From an optimization exercise on the open Yosys and OpenROAD flow, aimed at small area, a short achievable clock period and few clock cycles per item; shortcuts taken in it are not production practice.
At most, simulation tests tie the RTL to the original design; equivalence was not proved.

the previous run:
==> flow/design.v <==
module sm3_core (
    input  wire         clk,
    input  wire         rst,         
    input  wire         start_i,
    input  wire         first_i,
    input  wire [511:0] block_i,     
    output wire         ready_o,
    output reg          done_o,
    output wire [255:0] digest_o     
);
    localparam integer NR = 1;               
    localparam integer NC = 64 / NR;         
    localparam integer CW = (NC > 32) ? 6 : (NC > 16) ? 5 : (NC > 8) ? 4 : 3;
    localparam [255:0] IV = {32'h7380166F, 32'h4914B2B9, 32'h172442D7, 32'hDA8A0600,
                             32'hA96F30BC, 32'h163138AA, 32'hE38DEE4D, 32'hB0FB0E4E};
    localparam [31:0]  T0 = 32'h79CC4519;
    localparam [31:0]  T1 = 32'h7A879D8A;
    function [31:0] p0;
        input [31:0] x;
        begin
            p0 = x ^ {x[22:0], x[31:23]} ^ {x[14:0], x[31:15]};
        end
    endfunction
    function [31:0] p1;
        input [31:0] x;
        begin
            p1 = x ^ {x[16:0], x[31:17]} ^ {x[8:0], x[31:9]};
        end
    endfunction
    function [31:0] add32;
        input [31:0] x, y;
        reg   [31:0] g, p;
        integer i, d;
        begin
            g = x & y;
            p = x ^ y;
            for (d = 1; d < 32; d = d * 2)
                for (i = 0; i < 32; i = i + 1)
                    if (i & d) begin
                        g[i] = g[i] | (p[i] & g[(i & ~(d - 1)) - 1]);
                        p[i] = p[i] & p[(i & ~(d - 1)) - 1];
                    end
            add32 = x ^ y ^ {g[30:0], 1'b0};
        end
    endfunction
    function [31:0] ktab;
        input [5:0] j;
        reg   [63:0] t2;
        begin
            t2   = (j < 6'd16) ? {T0, T0} : {T1, T1};
            t2   = t2 << j[4:0];
            ktab = t2[63:32];
        end
    endfunction
    reg              busy_q;                 
    reg              rdy_q;                  
    reg              rdyo_q;                 
    reg  [CW-1:0]    cnt_q;                  
    reg              cv_q;                   
    reg              rcv_q;                  
    reg              rncv_q;                 
    reg              vf_q;                   
    reg  [255:0]     v_q;                    
    reg  [255:0]     s_q;                    
    reg  [511:0]     w_q;                    
    reg  [32*NR-1:0] k_q;                    
    wire [31:0] wv [0:15+NR];                
    genvar gi;
    generate
        for (gi = 0; gi < 16; gi = gi + 1) begin : g_wv
            assign wv[gi] = w_q[511-32*gi -: 32];
        end
        for (gi = 16; gi < 16 + NR; gi = gi + 1) begin : g_wx
            assign wv[gi] = p1(wv[gi-16] ^ wv[gi-9] ^ {wv[gi-3][16:0], wv[gi-3][31:17]})
                            ^ {wv[gi-13][24:0], wv[gi-13][31:25]} ^ wv[gi-6];
        end
    endgenerate
    wire [31:0] ra [0:NR], rb [0:NR], rc [0:NR], rd [0:NR];
    wire [31:0] re [0:NR], rf [0:NR], rg [0:NR], rh [0:NR];
    assign {ra[0], rb[0], rc[0], rd[0], re[0], rf[0], rg[0], rh[0]} = s_q;
    generate
        for (gi = 0; gi < NR; gi = gi + 1) begin : g_rnd
            wire [5:0]  j     = NR * cnt_q + gi;    
            wire        early = (j < 6'd16);
            wire [31:0] a12   = {ra[gi][19:0], ra[gi][31:20]};
            wire [31:0] kj    = k_q[32*NR-1-32*gi -: 32];
            wire [31:0] s0s   = a12 ^ re[gi] ^ kj;
            wire [31:0] s0c   = (a12 & re[gi]) | (a12 & kj) | (re[gi] & kj);
            wire [31:0] sst   = add32(s0s, {s0c[30:0], 1'b0});
            wire [31:0] ss1   = {sst[24:0], sst[31:25]};
            wire [31:0] ss2   = ss1 ^ a12;
            wire [31:0] ff    = early ? (ra[gi] ^ rb[gi] ^ rc[gi])
                                      : ((ra[gi] & rb[gi]) | (ra[gi] & rc[gi]) | (rb[gi] & rc[gi]));
            wire [31:0] gg    = early ? (re[gi] ^ rf[gi] ^ rg[gi])
                                      : ((re[gi] & rf[gi]) | (~re[gi] & rg[gi]));
            wire [31:0] wp    = wv[gi] ^ wv[gi+4];
            wire [31:0] t1s   = ff ^ rd[gi] ^ wp;
            wire [31:0] t1c   = {((ff & rd[gi]) | (ff & wp) | (rd[gi] & wp)), 1'b0};
            wire [31:0] x1    = add32(t1s, t1c);
            wire [31:0] tt1   = add32(x1, ss2);
            wire [31:0] t2s   = gg ^ rh[gi] ^ wv[gi];
            wire [31:0] t2c   = {((gg & rh[gi]) | (gg & wv[gi]) | (rh[gi] & wv[gi])), 1'b0};
            wire [31:0] x2    = add32(t2s, t2c);
            wire [31:0] tt2   = add32(x2, ss1);
            assign ra[gi+1] = tt1;
            assign rb[gi+1] = ra[gi];
            assign rc[gi+1] = {rb[gi][22:0], rb[gi][31:23]};
            assign rd[gi+1] = rc[gi];
            assign re[gi+1] = p0(tt2);
            assign rf[gi+1] = re[gi];
            assign rg[gi+1] = {rf[gi][12:0], rf[gi][31:13]};
            assign rh[gi+1] = rg[gi];
        end
    endgenerate
    wire [255:0] s_next = {ra[NR], rb[NR], rc[NR], rd[NR], re[NR], rf[NR], rg[NR], rh[NR]};
    wire [511:0] w_next;
    generate
        if (NR < 16) begin : g_wsh
            assign w_next[511:32*NR] = w_q[511-32*NR:0];
        end
        for (gi = 0; gi < NR; gi = gi + 1) begin : g_wn
            assign w_next[32*NR-1-32*gi -: 32] = wv[16+gi];
        end
    endgenerate
    wire [5:0]       j_next = busy_q ? NR * (cnt_q + 1'b1) : 6'd0;
    wire [32*NR-1:0] k_next;
    generate
        for (gi = 0; gi < NR; gi = gi + 1) begin : g_kn
            assign k_next[32*NR-1-32*gi -: 32] = ktab(j_next + gi);
        end
    endgenerate
    wire         last   = busy_q & (cnt_q == NC - 1);
    wire         acc    = start_i & rdy_q;
    wire         sel_iv = first_i | ~cv_q;           
    wire         ld_v   = rcv_q & ~first_i;          
    wire         ld_iv  = rncv_q | (rdy_q & first_i);  
    wire [255:0] v_use  = vf_q ? IV : v_q;
    wire         busy_n = ~rst & (acc | (busy_q & ~last));
    wire         rdy_n  = rst | (~acc & (rdy_q | last));
    wire         cv_n   = ~rst & (cv_q | acc);
    assign ready_o  = rdyo_q;
    assign digest_o = v_q;
    always @(posedge clk) begin
        s_q <= ({256{busy_q}} & s_next) | ({256{ld_v}} & v_q) | ({256{ld_iv}} & IV);
        w_q <= ({512{busy_q}} & w_next) | ({512{rdy_q}} & block_i);
        if (last)
            v_q <= v_use ^ s_next;
        k_q <= k_next;
        busy_q <= busy_n;
        rdy_q  <= rdy_n;
        rdyo_q <= ~busy_n;
        cv_q   <= cv_n;
        rcv_q  <= rdy_n & cv_n;
        rncv_q <= rdy_n & ~cv_n;
        if (rst) begin
            cnt_q  <= {CW{1'b0}};
            done_o <= 1'b0;
        end else begin
            done_o <= last;
            if (busy_q)
                cnt_q <= cnt_q + 1'b1;
            if (acc)
                vf_q   <= sel_iv;
        end
    end
endmodule
Settings: LEC_CHECK=0, ABC_AREA=1, CAP_MARGIN=20, CORE_MARGIN=2, CORE_UTILIZATION=40, GPL_ROUTABILITY_DRIVEN=0, PLACE_DENSITY=0.7, SLEW_MARGIN=20; clock period 20.0 ns.
standard.sh (not shown) runs the stock make flow with config.mk's settings and CLKGATE_MAP_FILE= SYNTH_SCRIPT=/design/flow/synth_recipe.tcl, a recipe that flattens the netlist after the stock synthesis.
==> flow/flow/run.sh <==
#!/bin/bash
# Layout flow: the standard ORFS flow (standard synthesis unchanged),
# with each input and output port buffered by a small buf_1 cell instead of
# the delay buffer the placer picks by default, and a clock tree without
# dummy balancing loads.
set -euo pipefail
cd "$(dirname "$0")/.."
bash standard.sh "BUFFER_PORTS_ARGS=-buffer_cell sky130_fd_sc_hd__buf_1" \
  "CTS_ARGS=-sink_clustering_enable -repair_clock_nets -dont_use_dummy_load -buf_list sky130_fd_sc_hd__clkbuf_8 -root_buf sky130_fd_sc_hd__clkbuf_16 -sink_clustering_size 16 -sink_clustering_max_diameter 50" \
  finish > flow_make.log 2>&1
--- input diff the previous run..the current run ---
- a deleted GPL_ROUTABILITY_DRIVEN that had been 0
- a change of PLACE_DENSITY from 0.7 to 0.6
==> notes.md <==
- Wire length on met2 on the current run is up relative to the previous run.
- The current run finished every stage and its layout cleared the timing, DRC and antenna checks.
- The current run does worse than the previous run on worst clock skew.
- Going from the previous run to the current run, all-layer global routing usage climbed 1.4 points; first-pass GRT wire length rose about 3.3%.
No run of this note included a check of the RTL's function; only the layout flow was run.

========
== job 143 ==
Another version of the RTL of sm3_core (not shown whole).
Size in the first run: about 1,100 flip-flops, roughly 770 I/O pins.
export LEC_CHECK = 0
export ABC_AREA = 1
export CAP_MARGIN = 20
export CORE_MARGIN = 2
export CORE_UTILIZATION = 40
export PLACE_DENSITY = 0.6
export SLEW_MARGIN = 20
create_clock -name core_clock -period 20.0 [get_ports {clk}]
==> flow/flow/run.sh <==
#!/bin/bash
# Layout flow: the standard ORFS flow (standard synthesis unchanged),
# with each input and output port buffered by a small buf_1 cell instead of
# the delay buffer the placer picks by default, and a clock tree without
# dummy balancing loads.
set -euo pipefail
cd "$(dirname "$0")/.."
bash standard.sh "BUFFER_PORTS_ARGS=-buffer_cell sky130_fd_sc_hd__buf_1" \
  "CTS_ARGS=-sink_clustering_enable -repair_clock_nets -dont_use_dummy_load -buf_list sky130_fd_sc_hd__clkbuf_4 -root_buf sky130_fd_sc_hd__clkbuf_16 -sink_clustering_size 8 -sink_clustering_max_diameter 30" \
  finish > flow_make.log 2>&1
The final report for job 143 shows a completed flow and a layout that fails verification, specifically antenna rules.
Testbench counts of job 143, summed over its fixed seeds: cycles 83,208, items 1,280.
> inputs changed (job 143 -> job 319)
# job 143
export LEC_CHECK = 0
export ABC_AREA = 1
export CAP_MARGIN = 20
export CORE_MARGIN = 2
export CORE_UTILIZATION = 40
export PLACE_DENSITY = 0.6
export SLEW_MARGIN = 20
create_clock -name core_clock -period 20.0 [get_ports {clk}]
# job 319
export LEC_CHECK = 0
export ABC_AREA = 1
export CAP_MARGIN = 20
export CORE_MARGIN = 2
export CORE_UTILIZATION = 55
export PLACE_DENSITY = 0.7
export SLEW_MARGIN = 20
create_clock -name core_clock -period 20.0 [get_ports {clk}]
--- a/flow/flow/run.sh
+++ b/flow/flow/run.sh
@@ -7,4 +7,4 @@
 cd "$(dirname "$0")/.."
 bash standard.sh "BUFFER_PORTS_ARGS=-buffer_cell sky130_fd_sc_hd__buf_1" \
-  "CTS_ARGS=-sink_clustering_enable -repair_clock_nets -dont_use_dummy_load -buf_list sky130_fd_sc_hd__clkbuf_4 -root_buf sky130_fd_sc_hd__clkbuf_16 -sink_clustering_size 8 -sink_clustering_max_diameter 30" \
+  "CTS_ARGS=-sink_clustering_enable -repair_clock_nets -dont_use_dummy_load -buf_list sky130_fd_sc_hd__clkbuf_8 -root_buf sky130_fd_sc_hd__clkbuf_16 -sink_clustering_size 16 -sink_clustering_max_diameter 50" \
   finish > flow_make.log 2>&1
Notes after the runs:
Job 319 closes out successfully: all stages finished, all timing, DRC and antenna checks passed.
Comparing the two runs side by side, job 319 comes out ahead of job 143 on full die area.
Compared with job 143, in job 319 met1 track demand over resource rose 14 points, clock slew at the register clock pins of the worst setup and hold paths about even, utilization rose 16 points.
Compare job 319 and job 143 | global-route wire length before repair higher: job 143
Relative to job 143, post-route worst hold slack increased by 0.014 ns in job 319.
Edits applied to the flow inputs when going from job 319 to job 9181:
# job 319
export LEC_CHECK = 0
export ABC_AREA = 1
export CAP_MARGIN = 20
export CORE_MARGIN = 2
export CORE_UTILIZATION = 55
export PLACE_DENSITY = 0.7
export SLEW_MARGIN = 20
create_clock -name core_clock -period 20.0 [get_ports {clk}]
# job 9181
export LEC_CHECK = 0
export ABC_AREA = 1
export CAP_MARGIN = 20
export CORE_MARGIN = 2
export CORE_UTILIZATION = 40
export PLACE_DENSITY = 0.6
export SLEW_MARGIN = 20
create_clock -name core_clock -period 20.0 [get_ports {clk}]
### Flow results
| DRC violation total after the first TritonRoute iteration | job 9181 vs job 319 | 656 lower |
On final critical path time including I/O delays and setup: between job 9181 and job 319, it ends up lower for job 319.
Job 319 has lower final HPWL from detailed placement than job 9181.
Relative to job 319, the fraction of the cycle the final worst path needs of job 9181 is higher by 0.27 points.
Compared job 9181 vs job 319, and met2 track demand over resource is down in job 9181.
Job 9181: detailed-route wire length on metal 1 about 10% above job 319
Job 319 → job 9181: hold slack now smaller; register-to-register slack now smaller; final design area excluding fillers now larger.

-- what the ideal ports hide --
No port has a modelled driver above. Below, the same layouts with a new extraction and two added sets of constraints.
Step 1 sets driving cells, clkbuf_16 on the clock port and buf_2 on the other inputs (assumed; they add their load-dependent delay and slew).
Step 2 adds t to the input delays and takes it off the output delays; t is the mean of the earliest and latest rising clock arrival at the registers after step 1. Input paths then give back, and output paths get back, about the clock's delay inside the block.
Slacks: ideal ports / drivers / drivers and shift; pairs: ideal ports / drivers.
run	shift t [ns]	setup slack, ns	hold slack, ns	worst slew at a driven data input, ns
the previous run	0.748	13.242 / 13.242 / 12.930	0.418 / 0.418 / 0.418	0.26
the current run	0.756	13.458 / 13.458 / 13.458	0.380 / 0.380 / 0.380	0.14
job 143	0.873	13.707 / 13.707 / 13.142	0.418 / 0.418 / 0.418	0.18
job 319	0.723	13.734 / 13.734 / 13.686	0.432 / 0.432 / 0.432	0.21
job 9181	0.757	13.679 / 13.679 / 13.147	0.426 / 0.426 / 0.426	0.19
The setup slack of job 143, which loses most, moves by 0.000 ns with the drivers and by -0.565 ns with both steps.
